Context: an optimization exercise on an open-source flow, tuned for small area, a short achievable clock period and few clock cycles per item. The choices shown serve that exercise and are no tape-out recipe. Only simulation tests tie the RTL to the original design; equivalence was not proved. Power is estimated from default activity; no workload was simulated.

## emsd_decoder
module emsd_decoder (
    input  wire        clk,
    input  wire        rst,         
    input  wire        wr_en,
    input  wire [3:0]  wr_addr,
    input  wire [31:0] wr_data,
    input  wire [9:0]  width,
    input  wire [7:0]  offset,
    input  wire        start,
    output wire        busy,
    output reg  [2:0]  rcode,
    output reg  [2:0]  pos,
    output reg  [31:0] digits,
    output reg  [15:0] cursor,
    output reg  [9:0]  modw,
    output wire [76:0] codes,       
    output reg         nobar,
    output reg         oob,
    output reg         cfgerr
);
For scale: ~4800 cells after synthesis, roughly 810 flip-flops, ~50000 um^2 of cells after synthesis.
clock: 12.0 ns
lec_check: 0
cap_margin: 20
core_margin: 2
core_utilization: 40
slew_margin: 20
standard.sh (not shown) runs the stock make flow with config.mk's settings and CLKGATE_MAP_FILE= SYNTH_SCRIPT=/design/flow/synth_recipe.tcl, a recipe that flattens the netlist after the stock synthesis.
==> flow/flow/run.sh <==
#!/bin/bash
# The standard ORFS layout (the standard.sh, unchanged synthesis), with
#  - repair_timing asked to keep a larger setup margin, so that the resizer
#    also works on paths that already meet the 12 ns clock;
#  - the port buffers that buffer_ports inserts made plain buf_2 cells
#    (every input and output still gets its buffer);
#  - larger clock-tree sink clusters (fewer leaf buffers).
# The clock, the SDC and every other setting are the standard flow's.  make's full output
# goes to standard.log (ORFS keeps each step's log under orfs/logs).
set -euo pipefail
bash standard.sh SETUP_SLACK_MARGIN=8.0 "BUFFER_PORTS_ARGS=-buffer_cell sky130_fd_sc_hd__buf_2" \
    CTS_CLUSTER_SIZE=30 CTS_CLUSTER_DIAMETER=80 finish > standard.log 2>&1
Testbench counts at the start, summed over its fixed seeds: cycles 5,497, items 192.
Next try:
--- a/flow/design.v
+++ b/flow/design.v
@@ -56,20 +56,22 @@
     always @(*) for (wj = 0; wj < 32; wj = wj + 1) wr_rev[wj] = wr_data[31 - wj];
     always @(posedge clk)
         for (wi = 0; wi < 16; wi = wi + 1)
             if (wr_en && state == S_IDLE && wr_addr == wi)
                 sl[32*wi +: 32] <= wr_rev;
     reg  signed [12:0] xa;           
     reg  [31:0]        sr;           
     reg  [31:0]        vmr;          
     reg  [2:0]         xie;          
     reg  signed [12:0] xn;           
+    reg                xs;           
+    reg  [4:0]         ph_r;         
     wire [2:0]   ie  = xie;                        
     wire [2:0]   io  = xa[8:6];                    
     wire [63:0]  eo  = {sl[64*io + 32 +: 32], sl[64*ie +: 32]};
     wire [127:0] eo2 = {eo, eo};
     wire [31:0]  raw = eo2[xa[5:0] +: 32];
     wire signed [13:0] lim = $signed({4'd0, w}) - $signed({xa[12], xa});
     wire [12:0]  nxa = -xa;
     wire [5:0]   hi  = (lim >= 14'sd32) ? 6'd32 : (lim[13] ? 6'd0 : lim[5:0]);
     wire [5:0]   lo  = !xa[12] ? 6'd0 : (xa <= -13'sd32 ? 6'd32 : nxa[5:0]);
     reg  [31:0]  vm;
@@ -184,36 +186,37 @@
                   | ({67{nsel[5]}} & {mods[60:0], ln5})
                   | ({67{nsel[6]}} & {mods[61:0], ln6})
                   | ({67{nsel[7]}} & {mods[62:0], ln7});
     end
     wire [15:0] geo_n  = geom(n[2:0]);
     function automatic [7:1] onehot(input [2:0] nn);
         integer t;
         for (t = 1; t < 8; t = t + 1) onehot[t] = (nn == t);
     endfunction
     wire [15:0] geo_i  = geom(i_n);
+    wire signed [12:0] xs32 = $signed({{5{i_x[7]}}, i_x}) + 13'sd32 - $signed({5'd0, offset});
     wire        n_fast = (n != 10'd0) && (n <= 10'd7) &&
                          (n == 10'd1 || ({2'd0, off} < n && off <= 8'd3));
     wire [15:0] cur_f  = {{3{xa[12]}}, xa} + {8'd0, off};    
     wire [9:0]  half     = {1'b0, n[9:1]};
     wire        d_ge     = (dl == 10'd1);
     wire        l_ge     = (ll == 10'd1);
     wire        v_last   = !n[0] && (s0 ? (ll == 10'd2 && dl == 10'd1)
                                         : (dl == 10'd2 && ll == 10'd1));
     reg                sh_a;         
     reg  signed [12:0] sh_b;
     always @(*) begin
         sh_a = 1'b0;
         sh_b = 13'sd1;
         case (state)
             S_SETUP:  begin sh_a = 1'b1; sh_b = -$signed({5'd0, off}); end
-            S_SETUP2: sh_b = -$signed({8'd0, geo_n[4:0]});
+            S_SETUP2: sh_b = -$signed({8'd0, ph_r});
             S_SLN:    begin sh_a = 1'b1; sh_b = 13'sd0; end
             S_SL1:    begin sh_a = 1'b1; sh_b = $signed({3'd0, n}); end
             S_SL1B:   sh_b = $signed({5'h1f, ~off});
             S_SL2:    begin sh_a = 1'b1; sh_b = -$signed({5'd0, off}); end
             default:  ;
         endcase
     end
     wire signed [12:0] sh_s = (sh_a ? $signed({2'd0, cc}) : xa) + sh_b;
     wire [15:0] c        = cursor;
     wire [15:0] c_nx     = c + {6'd0, n};
@@ -297,33 +300,35 @@
             pos    <= 3'd0;
             digits <= 32'hFFFF_FFFF;
             nobar  <= 1'b0;
             oob    <= 1'b0;
             cfgerr <= 1'b0;
             xa     <= 13'sd0;
             xie    <= 3'd0;
             vb     <= 1'b0;
         end else begin
             xn = xa;
+            xs = 1'b0;
             sn = state;
             vb <= 1'b0;
             if (vb) mods <= mods_fast;
             case (state)
                 S_IDLE: if (start) begin
                     oob <= 1'b0;
                     w   <= width;
                     off <= offset;
                     if (!s_cfg) begin
                         cursor <= {10'd0, i_pd};
                         modw   <= {7'd0, i_n};
                     end
                     xn    = $signed({{5{i_x[7]}}, i_x}) - $signed({5'd0, offset});
+                    xs    = 1'b1;
                     g     <= geo_i[9:5];
                     kn_r  <= geo_i[15:10];
                     nsel  <= onehot(i_n);
                     if (s_cfg) begin
                         cfgerr <= 1'b1;
                     end else begin
                         cfgerr <= 1'b0;
                         sn  = s_fast ? S_FAST : S_GWAIT;
                     end
                 end
@@ -358,20 +363,21 @@
                 S_SETUP: begin
                     nobar  <= (n == 10'd0);
                     if (n == 10'd0) begin
                         mods   <= {67{1'b1}};
                         oob    <= 1'b1;
                         sn  = S_XLATE;
                     end else if (n_fast) begin
                         xn    = sh_s;
                         g     <= geo_n[9:5];
                         kn_r  <= geo_n[15:10];
+                        ph_r  <= geo_n[4:0];
                         nsel  <= onehot(n[2:0]);
                         sn = S_SETUP2;
                     end else begin
                         mods   <= 67'd1;         
                         xn     = $signed({3'd0, p});
                         sn  = S_SL1;
                     end
                 end
                 S_SETUP2: begin
                     xn    = sh_s;
@@ -437,14 +443,14 @@
                     else begin
                         if (s0) ll <= ll - 10'd1;
                         else    dl <= dl - 10'd1;
                     end
                 end
                 default: sn = S_IDLE;
             endcase
             xa  <= xn;
             state  <= sn;
             busy_r <= (sn != S_IDLE);
-            xie <= xn[8:6] + {2'd0, xn[5]};
+            xie <= xs ? xs32[8:6] : xn[8:6] + {2'd0, xn[5]};
         end
     end
 endmodule
Design area climbs slightly.
Clock power climbs by a few percent.
Cell count climbs slightly.
First-iteration DRC count climbs slightly.
Via count climbs by a few percent.
Sequential cell count climbs by 5.
Testbench counts after the change, summed over its fixed seeds: cycles 5,497, items 192.


T:
Starting RTL as in the previous note.
export LEC_CHECK = 0
export CAP_MARGIN = 20
export CORE_MARGIN = 2
export CORE_UTILIZATION = 40
export SLEW_MARGIN = 20
create_clock -name core_clock -period 12.0 [get_ports {clk}]
==> flow/flow/run.sh <==
#!/bin/bash
# The standard ORFS layout (the standard.sh, unchanged synthesis), with
#  - repair_timing asked to keep a larger setup margin, so that the resizer
#    also works on paths that already meet the 12 ns clock;
#  - the port buffers that buffer_ports inserts made plain buf_2 cells
#    (every input and output still gets its buffer);
#  - larger clock-tree sink clusters (fewer leaf buffers).
# The clock, the SDC and every other setting are the standard flow's.  make's full output
# goes to standard.log (ORFS keeps each step's log under orfs/logs).
set -euo pipefail
bash standard.sh SETUP_SLACK_MARGIN=7.5 "BUFFER_PORTS_ARGS=-buffer_cell sky130_fd_sc_hd__buf_2" \
    CTS_CLUSTER_SIZE=30 CTS_CLUSTER_DIAMETER=80 finish > standard.log 2>&1
Testbench counts of T, summed over its fixed seeds: cycles 5,497, items 192.
[inputs] R vs T
--- a/flow/design.v
+++ b/flow/design.v
@@ -62,25 +62,26 @@
     reg  [31:0]        sr;           
     reg  [31:0]        vmr;          
     reg  [2:0]         xie;          
     reg  signed [12:0] xn;           
     wire [2:0]   ie  = xie;                        
     wire [2:0]   io  = xa[8:6];                    
     wire [63:0]  eo  = {sl[64*io + 32 +: 32], sl[64*ie +: 32]};
     wire [127:0] eo2 = {eo, eo};
     wire [31:0]  raw = eo2[xa[5:0] +: 32];
     wire signed [13:0] lim = $signed({4'd0, w}) - $signed({xa[12], xa});
-    wire [12:0]  nxa = -xa;
     wire [5:0]   hi  = (lim >= 14'sd32) ? 6'd32 : (lim[13] ? 6'd0 : lim[5:0]);
-    wire [5:0]   lo  = !xa[12] ? 6'd0 : (xa <= -13'sd32 ? 6'd32 : nxa[5:0]);
     reg  [31:0]  vm;
-    always @(*) for (u = 0; u < 32; u = u + 1) vm[u] = (u < hi) && (u >= lo);
+    always @(*) begin
+        for (u = 0; u < 32; u = u + 1) vm[u] = (u < hi);
+        vm[0] = (hi != 6'd0) && !xa[12];
+    end
     always @(posedge clk) begin
         sr  <= raw;
         vmr <= vm;
     end
     wire [31:0] s    = sr | ~vmr;        
     wire        sinr = vmr[0];
     wire        s0   = s[0];
     function automatic [15:0] geom(input [2:0] nn);    
         case (nn)
             3'd1:    geom = {6'd32, 5'd2,  5'd29};
@@ -185,21 +186,21 @@
                   | ({67{nsel[6]}} & {mods[61:0], ln6})
                   | ({67{nsel[7]}} & {mods[62:0], ln7});
     end
     wire [15:0] geo_n  = geom(n[2:0]);
     function automatic [7:1] onehot(input [2:0] nn);
         integer t;
         for (t = 1; t < 8; t = t + 1) onehot[t] = (nn == t);
     endfunction
     wire [15:0] geo_i  = geom(i_n);
     wire        n_fast = (n != 10'd0) && (n <= 10'd7) &&
-                         (n == 10'd1 || ({2'd0, off} < n && off <= 8'd3));
+                         (n == 10'd1 ? ({2'd0, off} <= p) : ({2'd0, off} < n && off <= 8'd3));
     wire [15:0] cur_f  = {{3{xa[12]}}, xa} + {8'd0, off};    
     wire [9:0]  half     = {1'b0, n[9:1]};
     wire        d_ge     = (dl == 10'd1);
     wire        l_ge     = (ll == 10'd1);
     wire        v_last   = !n[0] && (s0 ? (ll == 10'd2 && dl == 10'd1)
                                         : (dl == 10'd2 && ll == 10'd1));
     reg                sh_a;         
     reg  signed [12:0] sh_b;
     always @(*) begin
         sh_a = 1'b0;
@@ -213,21 +214,21 @@
             S_SL2:    begin sh_a = 1'b1; sh_b = -$signed({5'd0, off}); end
             default:  ;
         endcase
     end
     wire signed [12:0] sh_s = (sh_a ? $signed({2'd0, cc}) : xa) + sh_b;
     wire [15:0] c        = cursor;
     wire [15:0] c_nx     = c + {6'd0, n};
     wire [10:0] cc       = (c[15:11] != 5'd0) ? 11'd2047 : c[10:0];
     wire        s_cfg  = (width == 10'd0) || (width > 10'd512);
     wire        s_fast = (qst == Q_DONE) && ({4'd0, i_pl} <= width) &&
-                         (i_n == 3'd1 || ({2'd0, offset} < {7'd0, i_n} && offset <= 8'd3));
+                         (i_n == 3'd1 ? ({2'd0, offset} <= {4'd0, i_pd}) : ({2'd0, offset} < {7'd0, i_n} && offset <= 8'd3));
     assign codes = {4'd0, mods[2:0],                   
                     mods[9:3],   mods[16:10], mods[23:17], mods[30:24],
                     2'd0, mods[35:31],                 
                     mods[42:36], mods[49:43], mods[56:50], mods[63:57],
                     4'd0, mods[66:64]};                
     function automatic [4:0] lookup_left(input [6:0] v);
         case (v)
             7'd114: lookup_left = {1'b1, 4'd0};
             7'd102: lookup_left = {1'b1, 4'd1};
             7'd108: lookup_left = {1'b1, 4'd2};
@@ -377,21 +378,21 @@
                     xn    = sh_s;
                     sn = S_FAST;
                 end
                 S_FAST: begin
                     vb     <= 1'b1;
                     xn     = xa + $signed({7'd0, kn_r});
                     g      <= g - 5'd1;
                     if (g == 5'd0) sn = S_DRAIN;
                 end
                 S_DRAIN: begin
-                    oob    <= nsel[1] ? ((cur_f > {6'd0, w}) || ({2'd0, off} > p))
+                    oob    <= nsel[1] ? (cur_f > {6'd0, w})
                                                : (xa > $signed({3'd0, w}));
                     cursor <= cur_f;
                     nobar  <= 1'b0;
                     sn  = S_XLATE;
                 end
                 S_XLATE: begin
                     rcode  <= t_rcode;
                     pos    <= t_pos;
                     digits <= t_digits;
                     sn  = S_IDLE;
### Flow results
- R -> T: starting density of the core flat
- Combinational share of power for R: 2.4 points down relative to T
- The worst-case clock skew in R was higher than what T gave.
- [diff] fmax, R relative to T: regression
- Final critical delay including setup and external delays is higher on R
- R vs T on total CTS buffers: R is the lower one.
- Per the comparison of R with T, post-placement cell count now sits lower, mean instance size in the synthesized netlist higher.
- | met1 layer wirelength in the final routing | R vs T | ≈ equal |
Testbench counts of R, summed over its fixed seeds: cycles 5,497, items 192.

## port drivers added, routing unchanged
The flow's constraints put no driver on any port. The routed layouts listed below were extracted and timed again, unchanged, in two steps. Step 1: set_driving_cell puts a clkbuf_16 on clk and a buf_2 on each other input, an assumption about the parent block. Step 2, shift: input delay + t, output delay - t, t = (earliest + latest rising clock arrival at the registers) / 2. This alone moves slack from input paths to output paths. Slacks: ideal ports / drivers / drivers and shift; pairs: ideal ports / drivers.
run | t, ns | setup WS [ns] | hold slack, ns | worst setup path at the end | latest minus earliest clock arrival (ns)
the first run of note 1 | 0.751 | 7.790 / 7.806 / 7.055 | 0.466 / 0.466 / 0.466 | input to register | 0.064 / 0.064
the second run of note 1 | 0.750 | 7.681 / 7.681 / 7.073 | 0.472 / 0.472 / 0.472 | input to register | 0.064 / 0.063
T | 0.764 | 7.516 / 7.516 / 6.886 | 0.469 / 0.469 / 0.469 | input to register | 0.045 / 0.045
R | 0.730 | 7.488 / 7.488 / 7.018 | 0.471 / 0.471 / 0.471 | input to register | 0.054 / 0.053
After both steps every run listed still meets setup and hold. For the first run of note 1, which loses most, drivers alone change the setup slack by +0.016 ns; drivers and shift together by -0.735 ns.
